What follows belongs to an exercise in optimizing a design on an open flow for small area, a short achievable clock period and few clock cycles per item; a production flow would make more cautious choices. Function was checked by simulation only, so behaviour that the tests miss may differ from the original.

==> run E: inputs <==
// sbcore
module sbcore (
    input  wire         clk,
    input  wire         rst,
    input  wire         req_valid,
    output wire         req_ready,
    input  wire [31:0]  req_cmd,
    input  wire [127:0] req_a,
    input  wire [127:0] req_b,
    output wire         resp_valid,
    input  wire         resp_ready,
    output wire [7:0]   resp_status,
    output wire [127:0] resp_r
);
clock: 15.0 ns
lec_check: 0
cap_margin: 20
core_margin: 2
core_utilization: 55
place_density: 0.7
slew_margin: 20
synth_hierarchical: 1
synth_minimum_keep_size: 0
standard.sh (not shown) runs the stock make flow with config.mk's settings and CLKGATE_MAP_FILE= SYNTH_SCRIPT=/design/flow/synth_recipe.tcl, a recipe that flattens the netlist after the stock synthesis.
==> flow/flow/run.sh <==
#!/bin/bash
# Own layout flow: the standard flow (standard.sh, its synthesis unchanged),
# with a larger setup-slack target for the repair_timing steps that ORFS runs
# after floorplan, CTS and global route. The clock period and all constraints
# stay the design's (constraint.sdc is not touched).
set -euo pipefail
MARGIN=9.5
# 1. the standard synthesis
bash standard.sh synth > synth.log 2>&1
# 2. the rest of the standard layout, with SETUP_SLACK_MARGIN on make's command line
sed "s/CLKGATE_MAP_FILE= /CLKGATE_MAP_FILE= SETUP_SLACK_MARGIN=$MARGIN /" standard.sh > layout.sh
grep -q "SETUP_SLACK_MARGIN=$MARGIN" layout.sh
bash layout.sh finish > layout.log 2>&1
test -s out/final.def
==> inputs of run Z, as changes to run E <==
--- a/flow/design.v
+++ b/flow/design.v
@@ -77,18 +77,16 @@
     reg [15:0] in_nrev;
     integer i0;
     always @* for (i0 = 0; i0 < 16; i0 = i0 + 1) in_nrev[i0] = req_a[15 - i0];
     wire       in_four = in_op[5];                        
     wire       in_g    = in_four ? in_b0[0] : in_b0[2];
     wire [1:0] in_lane = in_four ? 2'd0 : in_b0[1:0];
-    localparam CW = 22;
+    localparam CW = 21;
     reg          hv;             
     reg  [3:0]   htag;
     reg  [2:0]   hst;
-    reg  [1:0]   hslot;
-    reg          hpart, hlw;
     reg  [127:0] hd;
     reg          r0v;
     reg  [2:0]   r0st;
     reg          r0samp, r0sobol, r0hash, r0owen, r0ton, r0rev, r0alu, r0mul, r0rdc, r0scal, r0multi, r0g;
     reg  [1:0]   r0lane;
     reg  [7:0]   r0cmd;          
@@ -135,14 +133,14 @@
             r0tag <= ntag;
         end else if (issue) begin
             r0a <= {r0a[31:0], r0a[127:32]};
             r0b <= {r0b[31:0], r0b[127:32]};
         end
     end
-    wire [CW-1:0] c0 = hv ? {hlw, htag, hpart, hslot, 10'd0, hst, 1'b1}
-                          : {r0multi, r0tag, r0_part, slot, r0lane, r0g, r0mul, r0scal, r0ton, r0owen,
+    wire [CW-1:0] c0 = hv ? {htag, 13'd0, hst, 1'b1}
+                          : {r0tag, r0_part, slot, r0lane, r0g, r0mul, r0scal, r0ton, r0owen,
                              r0hash, r0sobol, r0samp, r0st, r0v};
     wire r0shared = r0samp | r0owen | r0mul | r0sobol;
     wire [31:0] r0pm   = r0b[63:32];
     wire [31:0] r0seed = r0pm ^ (r0pm >> 16) ^ K_SHUFFLE ^ K_HASH_IN;
     wire [31:0] s1_sb;
     sb_cm_c1 u_s1_c1 (.x(r0pm), .p(s1_sb));
@@ -266,43 +264,48 @@
         r6x <= s6_x;
         r6l <= s6_l;
     end
     wire c6v = c6[0], c6samp = c6[4], c6sobol = c6[5], c6hash = c6[6], c6owen = c6[7], c6mul = c6[10], c6g = c6[11];
     wire [1:0] c6slot = c6[15:14];
     wire c6part = c6[16];
+    reg [95:0] acc;
+    always @(posedge clk)
+        if (c6v && c6part)
+            acc[32*c6slot +: 32] <= r6x;
     reg [15:0] s7_fv;
     integer i7;
     always @* for (i7 = 0; i7 < 16; i7 = i7 + 1) s7_fv[i7] = r6x[31 - i7];
     wire [91:0]  s7_y;
     wire [127:0] s7_h;
     wire [15:0]  s7_f0, s7_f1, s7_f2, s7_f3;
     sb_fold0 u_f0 (.g(c6g), .v(s7_fv), .f(s7_f0));
     sb_fold1 u_f1 (.g(c6g), .v(s7_fv), .f(s7_f1));
     sb_fold2 u_f2 (.g(c6g), .v(s7_fv), .f(s7_f2));
     sb_fold3 u_f3 (.g(c6g), .v(s7_fv), .f(s7_f3));
     wire [63:0] s7_f = {s7_f3, s7_f2, s7_f1, s7_f0};
+    wire [127:0] s7_accx = {r6x, acc};
     genvar k7;
     generate
         for (k7 = 0; k7 < 4; k7 = k7 + 1) begin : g_s7
             wire [15:0] f = s7_f[16*k7 +: 16];
             wire [31:0] d = r6l[32*k7 +: 32];
             wire [31:0] h = (c6samp | c6hash) ? (d ^ (d >> 16)) : d;
             wire [22:0] fm;
             sb_cm23_m1 u_m1 (.x(f), .p(fm));
             wire [31:0] pass = c6sobol ? {16'd0, f} :
-                               (c6owen | c6mul) ? r6x :
+                               (c6owen | c6mul) ? ((c6slot == k7) ? r6x : s7_accx[32*k7 +: 32]) :
                                h;
             assign s7_y[23*k7 +: 23] = {7'd0, f} ^ fm;
             assign s7_h[32*k7 +: 32] = c6samp ? h : pass;
         end
     endgenerate
     reg [CW-1:0] c7;
     reg [91:0]   r7y;
     reg [127:0]  r7h;
     always @(posedge clk) begin
-        c7 <= {c6[CW-1:1], c6[0] & !rst};
+        c7 <= {c6[CW-1:1], c6[0] & !c6part & !rst};
         r7y <= s7_y;
         r7h <= s7_h;
     end
     wire c7samp = c7[4];
     wire [91:0] s8_t;
     wire [63:0] s8_m;
@@ -396,50 +399,36 @@
     wire [31:0]  s12_r0  = (c11samp | c11sobol) ? s12_r[32*c11lane +: 32] : s12_r[31:0];
     wire [127:0] s12_res = c11scal ? {96'd0, s12_r0} : s12_r;
     reg         ov;
     reg [2:0]   ost;
     reg [127:0] od;
     reg [3:0]   next_tag;
-    reg [2:0]   lmask;           
-    wire [1:0] c11slot = c11[15:14];
-    wire c11part = c11[16], c11lw = c11[21];
     wire ofree   = !ov || resp_ready;
-    wire deliver = c11v && (c11tag == next_tag) && ofree && (!c11lw || c11part || (lmask == 3'b111));
-    wire last    = deliver && !c11part;
+    wire deliver = c11v && (c11tag == next_tag) && ofree;
     assign hv_next = c11v && !deliver;
     always @(posedge clk) begin
         if (rst) begin
             ov <= 1'b0;
             hv <= 1'b0;
             next_tag <= 4'd0;
-            lmask <= 3'd0;
         end else begin
-            if (last) begin
+            if (deliver) begin
                 ov <= 1'b1;
                 next_tag <= next_tag + 4'd1;
-                lmask <= 3'd0;
-            end else begin
-                if (deliver || resp_ready)
-                    ov <= 1'b0;
-                if (deliver)
-                    lmask[c11slot] <= 1'b1;
+            end else if (resp_ready) begin
+                ov <= 1'b0;
             end
             hv <= hv_next;
         end
-        if (deliver)
+        if (deliver) begin
             ost <= c11st;
-        if (deliver && (!c11lw || c11slot == 2'd0)) od[31:0]   <= s12_res[31:0];
-        if (deliver && (!c11lw || c11slot == 2'd1)) od[63:32]  <= s12_res[63:32];
-        if (deliver && (!c11lw || c11slot == 2'd2)) od[95:64]  <= s12_res[95:64];
-        if (deliver && (!c11lw || c11slot == 2'd3)) od[127:96] <= s12_res[127:96];
-        htag  <= c11tag;
-        hst   <= c11st;
-        hd    <= s12_res;
-        hslot <= c11slot;
-        hpart <= c11part;
-        hlw   <= c11lw;
+            od  <= s12_res;
+        end
+        htag <= c11tag;
+        hst  <= c11st;
+        hd   <= s12_res;
     end
     assign resp_valid  = ov;
     assign resp_status = {5'd0, ost};
     assign resp_r      = od;
 endmodule
 module sb_alu (
==> run notes <==
quantity	run Z	run E
Outcome	finished clean	finished clean
Gr usage total	39.4%	40.9%
Number of antenna violations at the first check in global routing	131	166
Number of violations reported at the end of detailed-routing iteration 0	24400	25600
Signal inverters	5968	5945
Worst hold-check slack	0.308 ns	0.305 ns
Transition time of the tightest slew-check pin	1.29 ns	1.36 ns
Syn Area/Cell	9.30 µm²	9.28 µm²
Layout buffer count excluding clock buffers	1446	1625
M1 WL	391 mm	399 mm
Floorplan row count	262	261
Multi-input gate count	20600	20400
Layout Area Growth over Synthesis	11.3%	11.9%
Testbench counts of run E, summed over its fixed seeds: cycles 2,816, items 2,400.
Testbench counts of run Z, summed over its fixed seeds: cycles 2,816, items 2,400.

## what the ideal ports hide
How much do the figures lean on ideal ports? The routed layouts below were timed once more, with nothing changed but the port constraints. Step 1, drivers: a clkbuf_16 drives clk and a buf_2 each remaining input, both assumed. Step 2 also shifts input and output timing later by t, the mid clock arrival at the registers, as if the neighbouring blocks saw the same clock. Three values: ideal ports, drivers, drivers and shift; two values: the first two.
| run | t, ns | setup WS [ns] | hold WS [ns] | latest minus earliest clock arrival (ns) |
|---|---|---|---|---|
| run E | 1.161 | 9.151 / 9.151 / 8.459 | 0.305 / 0.305 / 0.305 | 0.078 / 0.077 |
| run Z | 1.133 | 9.365 / 9.365 / 8.544 | 0.308 / 0.308 / 0.308 | 0.104 / 0.104 |
After both steps setup and hold are still met in every run listed. The setup slack of run Z, which loses most, moves by 0.000 ns with the drivers and by -0.821 ns with both steps.
